Context: an optimization exercise on an open-source flow, tuned for small area, a short achievable clock period and few clock cycles. The choices shown serve that exercise and are no tape-out recipe. The RTL of this run was laid out without a check of its function. Power and IR drop assume default switching activity.

### design/flow/constraint.sdc
create_clock -name core_clock -period 14.0 [get_ports {clk}]
set_input_delay 2.8000 -clock core_clock [delete_from_list [all_inputs] [get_ports {clk}]]
set_output_delay 2.8000 -clock core_clock [all_outputs]
set_load 0.01 [all_outputs]
### design/flow/design.v
module asmi_exec (
    input  wire        clk,
    input  wire        rst,
    input  wire        policy,        
    input  wire        line_valid,
    output wire        line_ready,
    input  wire        line_eoi,      
    input  wire        line_lbl,      
    input  wire [3:0]  line_err,      
    input  wire [63:0] line_diw,
    output wire        mem_req,
    output wire        mem_we,
    output wire [9:0]  mem_addr,
    output wire [31:0] mem_wdata,
    input  wire [31:0] mem_rdata,
    output reg         print_valid,
    output reg  [3:0]  print_idx,
    output reg  [31:0] print_val,
    output reg         err_valid,
    output reg  [3:0]  err_code,
    output reg  [32:0] err_detail,
    output reg         lbl_valid,
    output reg  [9:0]  lbl_addr,
    output reg         done,
    output reg  [1:0]  outcome
);
    localparam OP_MOV   = 5'h01, OP_ADD = 5'h02, OP_SUB = 5'h03, OP_ADC = 5'h04,
               OP_SBC   = 5'h05, OP_LSL = 5'h06, OP_LSR = 5'h07, OP_ASR = 5'h08,
               OP_ROR   = 5'h09, OP_RRX = 5'h0A, OP_MUL = 5'h0B, OP_AND = 5'h0C,
               OP_ORR   = 5'h0D, OP_EOR = 5'h0E, OP_BIC = 5'h0F, OP_LDR = 5'h10,
               OP_STR   = 5'h11, OP_PRINT = 5'h12, OP_LABEL = 5'h1E, OP_EXIT = 5'h1F;
    localparam M_VREG = 3'b000, M_VIMM = 3'b001, M_AREG = 3'b100,
               M_AOFF = 3'b101, M_AABS = 3'b110, M_ALBL = 3'b111;
    localparam E_BOUNDS_ADDRESS = 4'h8, E_BOUNDS_LABEL = 4'h9,
               E_UNKNOWN_OPCODE = 4'hB, E_ILLEGAL_DIW  = 4'hF;
    localparam OUT_NONE = 2'd0, OUT_HALTED = 2'd1, OUT_UNKNOWN_ABORT = 2'd2,
               OUT_FATAL = 2'd3;
    localparam S_IDLE = 2'd0, S_EXEC = 2'd1, S_LOAD = 2'd2, S_HALT = 2'd3;
    reg [1:0]  state;
    reg        batch;
    reg        carry;
    reg [10:0] nla;                   
    reg [31:0] regs [0:15];
    reg        l_eoi;
    reg        l_lbl;
    reg [3:0]  l_err;
    reg [63:0] l_diw;
    reg [3:0]  ld_rd;                 
    assign line_ready = (state == S_IDLE);
    wire [4:0]  opc  = l_diw[63:59];
    wire [3:0]  rd   = l_diw[58:55];
    wire [3:0]  rn   = l_diw[54:51];
    wire [2:0]  mode = l_diw[50:48];
    wire [11:0] rsvd = l_diw[47:36];
    wire [3:0]  rm   = l_diw[35:32];
    wire [31:0] imm  = l_diw[31:0];
    wire [31:0] xn = regs[rn];
    wire [31:0] xm = regs[rm];
    wire [31:0] xd = regs[rd];
    wire [31:0] val = (mode == M_VIMM) ? imm : xm;
    wire is_mov   = (opc == OP_MOV);
    wire is_alu   = (opc >= OP_ADD) && (opc <= OP_BIC) && (opc != OP_RRX);
    wire is_rrx   = (opc == OP_RRX);
    wire is_mem   = (opc == OP_LDR) || (opc == OP_STR);
    wire is_print = (opc == OP_PRINT);
    wire is_label = (opc == OP_LABEL);
    wire is_exit  = (opc == OP_EXIT);
    wire value_mode_ok = (mode == M_VREG) ? (imm == 32'd0)
                       : (mode == M_VIMM) ? (rm == 4'd0)
                       : 1'b0;
    wire addr_mode_ok  = (mode == M_AREG) ? (imm == 32'd0)
                       : (mode == M_AOFF) ? 1'b1
                       : (mode == M_AABS) ? (rn == 4'd0)
                       : (mode == M_ALBL) ? (rn == 4'd0)
                       : 1'b0;
    wire bare_ok       = (mode == M_VREG) && (rm == 4'd0) && (imm == 32'd0);
    reg legal;
    always @(*) begin
        legal = 1'b0;
        if (rsvd == 12'd0) begin
            if (is_mov)
                legal = (rn == 4'd0) && value_mode_ok;
            else if (is_alu)
                legal = value_mode_ok;
            else if (is_rrx)
                legal = bare_ok;
            else if (is_mem)
                legal = (rm == 4'd0) && addr_mode_ok;
            else if (is_print)
                legal = (rn == 4'd0) && bare_ok;
            else if (is_label)
                legal = !l_lbl && (rd == 4'd0) && (rn == 4'd0) && (rm == 4'd0) &&
                        ((mode == M_VREG && imm == 32'd0) || mode == M_VIMM);
            else if (is_exit)
                legal = !l_lbl && (rd == 4'd0) && (rn == 4'd0) && bare_ok;
        end
    end
    wire [31:0] add_res = xn + val;
    wire [31:0] sub_res = xn - val;
    wire [32:0] adc_sum = {1'b0, xn} + {1'b0, val} + {32'd0, carry};
    wire [32:0] sbc_dif = {1'b0, xn} - {1'b0, val} - {32'd0, ~carry};
    wire [4:0]  shamt   = val[4:0];
    wire [31:0] lsl_res = xn << shamt;
    wire [31:0] lsr_res = xn >> shamt;
    wire [31:0] asr_res = $signed(xn) >>> shamt;
    wire [63:0] ror_dbl = {xn, xn} >> shamt;
    wire [31:0] ror_res = ror_dbl[31:0];
    wire [31:0] mul_res = xn * val;
    reg [31:0] alu_res;
    always @(*) begin
        case (opc)
            OP_MOV:  alu_res = val;
            OP_ADD:  alu_res = add_res;
            OP_SUB:  alu_res = sub_res;
            OP_ADC:  alu_res = adc_sum[31:0];
            OP_SBC:  alu_res = sbc_dif[31:0];
            OP_LSL:  alu_res = lsl_res;
            OP_LSR:  alu_res = lsr_res;
            OP_ASR:  alu_res = asr_res;
            OP_ROR:  alu_res = ror_res;
            OP_RRX:  alu_res = {1'b0, xn[31:1]};
            OP_MUL:  alu_res = mul_res;
            OP_AND:  alu_res = xn & val;
            OP_ORR:  alu_res = xn | val;
            OP_EOR:  alu_res = xn ^ val;
            OP_BIC:  alu_res = xn & ~val;
            default: alu_res = 32'd0;
        endcase
    end
    wire adc_c = adc_sum[32];
    wire sbc_c = ~sbc_dif[32];
    wire [31:0] off_mag = ~imm + 32'd1;             
    wire [32:0] off_pos = {1'b0, xn} + {1'b0, imm};
    wire [32:0] off_neg = (xn >= off_mag) ? {1'b0, xn - off_mag} : 33'd0;
    reg [32:0] ea;
    always @(*) begin
        case (mode)
            M_AREG:  ea = {1'b0, xn};
            M_AOFF:  ea = imm[31] ? off_neg : off_pos;
            default: ea = {1'b0, imm};                
        endcase
    end
    wire ea_oob = (ea >= 33'd1024);
    wire        lbl_def = l_lbl || is_label;
    reg  [3:0]  fault;
    wire        bounds_fault = (l_err == 4'd0) && legal && !(lbl_def && nla[10]) &&
                               is_mem && ea_oob;
    always @(*) begin
        if (l_err != 4'd0)
            fault = l_err;
        else if (!legal)
            fault = E_ILLEGAL_DIW;
        else if (lbl_def && nla[10])
            fault = E_BOUNDS_LABEL;
        else if (is_mem && ea_oob)
            fault = E_BOUNDS_ADDRESS;
        else
            fault = 4'd0;
    end
    wire exec_ok = (state == S_EXEC) && !l_eoi && (fault == 4'd0);
    wire do_str   = exec_ok && (opc == OP_STR);
    wire do_ldr   = exec_ok && (opc == OP_LDR);
    wire do_ldata = exec_ok && is_label && (mode == M_VIMM);
    assign mem_req   = do_str || do_ldr || do_ldata;
    assign mem_we    = do_str || do_ldata;
    assign mem_addr  = do_ldata ? nla[9:0] : ea[9:0];
    assign mem_wdata = do_ldata ? imm : xd;
    integer i;
    always @(posedge clk) begin
        print_valid <= 1'b0;
        err_valid   <= 1'b0;
        lbl_valid   <= 1'b0;
        if (rst) begin
            state      <= S_IDLE;
            batch      <= policy;
            carry      <= 1'b0;
            nla        <= 11'd0;
            done       <= 1'b0;
            outcome    <= OUT_NONE;
            print_idx  <= 4'd0;
            print_val  <= 32'd0;
            err_code   <= 4'd0;
            err_detail <= 33'd0;
            lbl_addr   <= 10'd0;
            l_eoi      <= 1'b0;
            l_lbl      <= 1'b0;
            l_err      <= 4'd0;
            l_diw      <= 64'd0;
            ld_rd      <= 4'd0;
            for (i = 0; i < 16; i = i + 1)
                regs[i] <= 32'd0;
        end else begin
            case (state)
                S_IDLE: begin
                    if (line_valid) begin
                        l_eoi <= line_eoi;
                        l_lbl <= line_lbl;
                        l_err <= line_err;
                        l_diw <= line_diw;
                        state <= S_EXEC;
                    end
                end
                S_EXEC: begin
                    state <= S_IDLE;
                    if (l_eoi) begin
                        done    <= 1'b1;
                        outcome <= OUT_HALTED;
                        state   <= S_HALT;
                    end else if (fault != 4'd0) begin
                        err_valid  <= 1'b1;
                        err_code   <= fault;
                        err_detail <= bounds_fault ? ea : 33'd0;
                        if (batch) begin
                            done    <= 1'b1;
                            outcome <= (fault == E_UNKNOWN_OPCODE) ? OUT_UNKNOWN_ABORT
                                                                   : OUT_FATAL;
                            state   <= S_HALT;
                        end
                    end else begin
                        if (lbl_def) begin
                            nla       <= nla + 11'd1;
                            lbl_valid <= 1'b1;
                            lbl_addr  <= nla[9:0];
                        end
                        if (is_mov || is_alu || is_rrx)
                            regs[rd] <= alu_res;
                        if (opc == OP_ADC)
                            carry <= adc_c;
                        if (opc == OP_SBC)
                            carry <= sbc_c;
                        if (is_print) begin
                            print_valid <= 1'b1;
                            print_idx   <= rd;
                            print_val   <= xd;
                        end
                        if (opc == OP_LDR) begin
                            ld_rd <= rd;
                            state <= S_LOAD;
                        end
                        if (is_exit) begin
                            done    <= 1'b1;
                            outcome <= OUT_HALTED;
                            state   <= S_HALT;
                        end
                    end
                end
                S_LOAD: begin
                    regs[ld_rd] <= mem_rdata;
                    state       <= S_IDLE;
                end
                default: ;                        
            endcase
        end
    end
endmodule
### design/flow/run.sh
#!/bin/bash
# synth_recipe.tcl (not shown) runs the flow's synth.tcl, then flattens the netlist and writes it again
# the make line also repeats each setting of config.mk as NAME=value (left out here)
make -C /OpenROAD-flow-scripts/flow DESIGN_CONFIG=/design/flow/config.mk WORK_HOME=/design/flow/orfs CLKGATE_MAP_FILE= SYNTH_SCRIPT=/design/flow/synth_recipe.tcl finish
### design/flow/config.mk
export PLATFORM = sky130hd
export DESIGN_NAME = asmi_exec
export DESIGN_NICKNAME = asmi_exec
export VERILOG_FILES = /design/flow/design.v
export SDC_FILE = /design/flow/constraint.sdc
export NUM_CORES = 4
export LEC_CHECK = 0
export CAP_MARGIN = 20
export CORE_MARGIN = 2
export CORE_UTILIZATION = 30
export PLACE_DENSITY = 0.5
export SLEW_MARGIN = 20
==> impl_metrics.yaml <==
global_route:
  grt_max_degree: 69
  grt_usage: 0.305
  grt_pass1_vias: 62740
  gr-total-overflow: 0
  antenna_found_initial: 26
  grt_pass1_wl_microns: 511000
layout:
  stdcell_area_sq_um: 79900
  register_area_sq_um: 19200
  areaGrowthSynthToFinish_pct: 13.2
  multi_input_area_sq_um: 47400
  fillers: 23837
  fin_nets: 8216
  most-common-layout-cells: "nor2_1 (1079), nand2_1 (576), edfxtp_1 (513)"
  drive_gt1_frac: 0.149
  layout_commonest_cell: "nor2_1"
clocking:
  cts_hold_buf: 0
  cts_root_buf: "clkbuf_16"
  tritoncts: "built"
  insertion_delay_ps: 740
  postCtsSetupBuffers: 0
  clock_sinks: 702
  numCtsBuffers: 81
  clock_path_buffers: 3
  path_clk_slew_ps: 60
  cts_resized: 0
  htreeDepth: 3
synthesis:
  ys_types: 113
  synthXorXnorAreaFrac: 0.0315
  synth_seq_cells: 702
  muxShareOfSynthArea: 0.168
  synth-simple-area-share: 0.148
  synth_area_sq_um: 70600
  synth-edff-count: 513
  synth_top_family_by_area: "adder cells"
  synth_area_per_cell_sq_um: 9.68
  synth_compound_area_frac: 0.139
  ys_seq_area_frac: 0.272
  syn_inst: 7288
  synthAdderAreaFrac: 0.180
  syn_nets: 8159
  yosys_warnings: 1
  yosys_most_used_dff: "edfxtp_1"
  synthArstFlopShare: 0
placement:
  gp_congestion: 1.03
  port_buffers: 239
  hpwl_microns: 271000
  placed_area_sq_um: 77100
outcome:
  status: "no timing/DRC/antenna violations"
job:
  max_cap_violations: 0
pwr:
  p_total_mw: 20.8
  p_per_area_nw_per_um2: 260
  peakVddDrop_mv: 0.906
  p_leak_nw: 30.0
setup_path:
  r2r_cells: 30
  r2r_slack_ps: 2350
  critPathKind: "reg -> out"
  critical_path_arrival_ps: 10130
  startpoint_type: "flip-flop"
  cp-end-kind: "primary output"
  r2r-end: "regs[1][31]"
  crit_fanout: 31
  cp.required_ps: 11200
routing:
  first_pass_iters: 8
  drc: 0
  wire_per_inst_microns: 35.2
  vias: 64249
  drt-total-wl_microns: 372000
  drt-vias-per-instance: 6.07
  ant_nets: 0
  drt_iter0_drc: 8379
die:
  core-area_sq_um: 235000
  die_h_microns: 489
  ios: 240
  die_area_sq_um: 239000
  fp-row-count: 178
  start_util: 0.301
  die_w_microns: 489
sta:
  layout_min_cycle_time_ps: 12930
  whs_ps: 438
  relSlewSlack: 0.150
  hold_viol_final: 0
  rsz0062_at_grt: "false"
  setup_violations: 0
  setup_tns_ps: 0
  max_freq_mhz: 77.3
  drv_slew: 0
  timing.final.crit_share: 0.923
  worst_clock_skew_ps: 51.4
  worst_pin_slew_ps: 1270
min_path:
  hold_start: "l_diw[52]"
  holdCritPathClass: "reg -> reg"
  worstHoldPathCells: 2
==> cell usage after synthesis, types with 21 or more instances <==
library cell | instances | share of area
a21oi_1 | 430 | 0.030
nand4_1 | 58 | 0.0051
a31oi_1 | 42 | 0.0037
a21o_1 | 70 | 0.0074
a211oi_1 | 60 | 0.0064
fa_1 | 415 | 0.12
mux2_4 | 37 | 0.0079
nor2b_1 | 40 | 0.0035
nor3_1 | 139 | 0.0099
nand2b_1 | 45 | 0.0040
dfxtp_1 | 189 | 0.054
clkbuf_1 | 346 | 0.018
or2_2 | 21 | 0.0019
o211ai_1 | 55 | 0.0058
mux2_2 | 64 | 0.010
o31ai_1 | 42 | 0.0045
buf_1 | 60 | 0.0032
or3_1 | 26 | 0.0023
and3_1 | 37 | 0.0033
o221ai_1 | 48 | 0.0060
o21bai_1 | 27 | 0.0029
nand3_1 | 189 | 0.013
o21a_1 | 42 | 0.0045
o21ai_1 | 21 | 0.0015
xor2_1 | 80 | 0.0099
mux4_2 | 417 | 0.13
a22o_1 | 33 | 0.0041
edfxtp_1 | 513 | 0.22
o21ai_0 | 305 | 0.022
o22ai_1 | 43 | 0.0038
nand2_1 | 610 | 0.032
and2_1 | 27 | 0.0024
ha_1 | 350 | 0.062
nor4_1 | 30 | 0.0027
a221oi_1 | 43 | 0.0053
buf_2 | 101 | 0.0072
inv_1 | 512 | 0.027
mux2i_1 | 107 | 0.015
nor2_1 | 1085 | 0.058
xnor2_1 | 169 | 0.021
==> critical path, stage by stage (launching register included) <==
cell	delay, ps
dfxtp_4	790
buf_4	570
mux4_2	590
mux2_2	390
mux2i_4	160
buf_4	350
inv_1	440
ha_1	590
nand2_1	270
or3_1	220
o41ai_1	150
a211oi_1	560
nand3_1	210
a211oi_1	440
nand4_1	190
nor4_1	200
nand4_1	270
a2111oi_4	740
a41o_2	350
nand3_4	470
buf_4	500
mux2_4	350
clkdlybuf4s50_1	490
==> routing by layer <==
metal	share of wire	wire [microns]	GRT usage
met1	0.39	144000	0.388
met2	0.45	167000	0.478
met3	0.091	33900	0.0574
met4	0.072	26900	0.188
met5	0.00021	80	0
==> area by class of cell <==
type / count / area share
flip-flops and latches: 702 / 0.241
clock buffers: 94 / 0.0261
repair buffers: 522 / 0.0571
inverters: 531 / 0.0249
diodes: 23 / 0.000720
clock inverters: 57 / 0.00783
well taps: 3150 / 0.0493
multi-input cells: 5507 / 0.593
==> metrics by stage <==
| step | utilization | setup WS (ps) | std cells |
|---|---|---|---|
| floorplan | - | 4100 | 7288 |
| finish | 0.341 | 1070 | 10586 |
| detailed placement | 0.329 | 2030 | 10410 |
| global placement | 0.329 | 1980 | 10409 |
| global route | 0.341 | 808 | 10573 |
| CTS | 0.340 | 1230 | 10561 |
==> registers in the layout, summed over array words and instances (netlist names), named ones only <==
signal	flops
l_eoi	1
print_idx	4
nla	11
batch	1
lbl_valid	1
print_valid	1
l_err	4
err_detail	33
carry	1
outcome	2
done	1
l_lbl	1
regs	512
lbl_addr	10
state	2
err_code	4
err_valid	1
print_val	32
ld_rd	4
l_diw	64
==> report_power, final <==
part | switching, mW | internal, mW | leakage [nW]
sequential | 0.103 | 2.30 | 6.84
combinational | 10.2 | 5.97 | 21.8
clock | 0.982 | 1.26 | 1.32
total | 11.3 | 9.53 | 30.0
==> kinds of logic (layout without fill, tap and decap cells) <==
logic type,Yosys count,in the layout
other cells,0,23
buf+inv,1079,1204
mux,630,630
compound gates,1482,1482
simple gates,2379,2379
xor+xnor,251,251
fa+ha+maj,765,765
flops,702,702
==> worst max path at each step <==
stage / end / cells past startpoint
CTS: mem_wdata[16] / 22
global route: mem_wdata[16] / 22
detailed placement: mem_wdata[15] / 22
global placement: mem_wdata[7] / 22
floorplan: regs[10][26] / 40
finish: mem_wdata[16] / 22

-- afterwards: timing with drivers on the ports --
The results above use ideal ports. As a check the final layout listed here was re-extracted and re-timed, cells and wires unchanged.
Step 1 sets driving cells, clkbuf_16 on the clock port and buf_2 on the other inputs (assumed; they add their load-dependent delay and slew).
Step 2 adds t to the input delays and takes it off the output delays; t is the mean of the earliest and latest rising clock arrival at the registers after step 1. Input paths then give back, and output paths get back, about the clock's delay inside the block.
Three values: ideal, step 1, step 2; two values: the first two.
t (ns): 0.797
setup WS [ns]: 1.071 / 0.988 / 1.786
worst hold slack (ns): 0.438 / 0.438 / 0.438
clock arrival spread, ns: 0.051 / 0.051
After both steps this run still meets setup and hold. For this run, drivers alone change the setup slack by -0.083 ns; drivers and shift together by +0.715 ns.
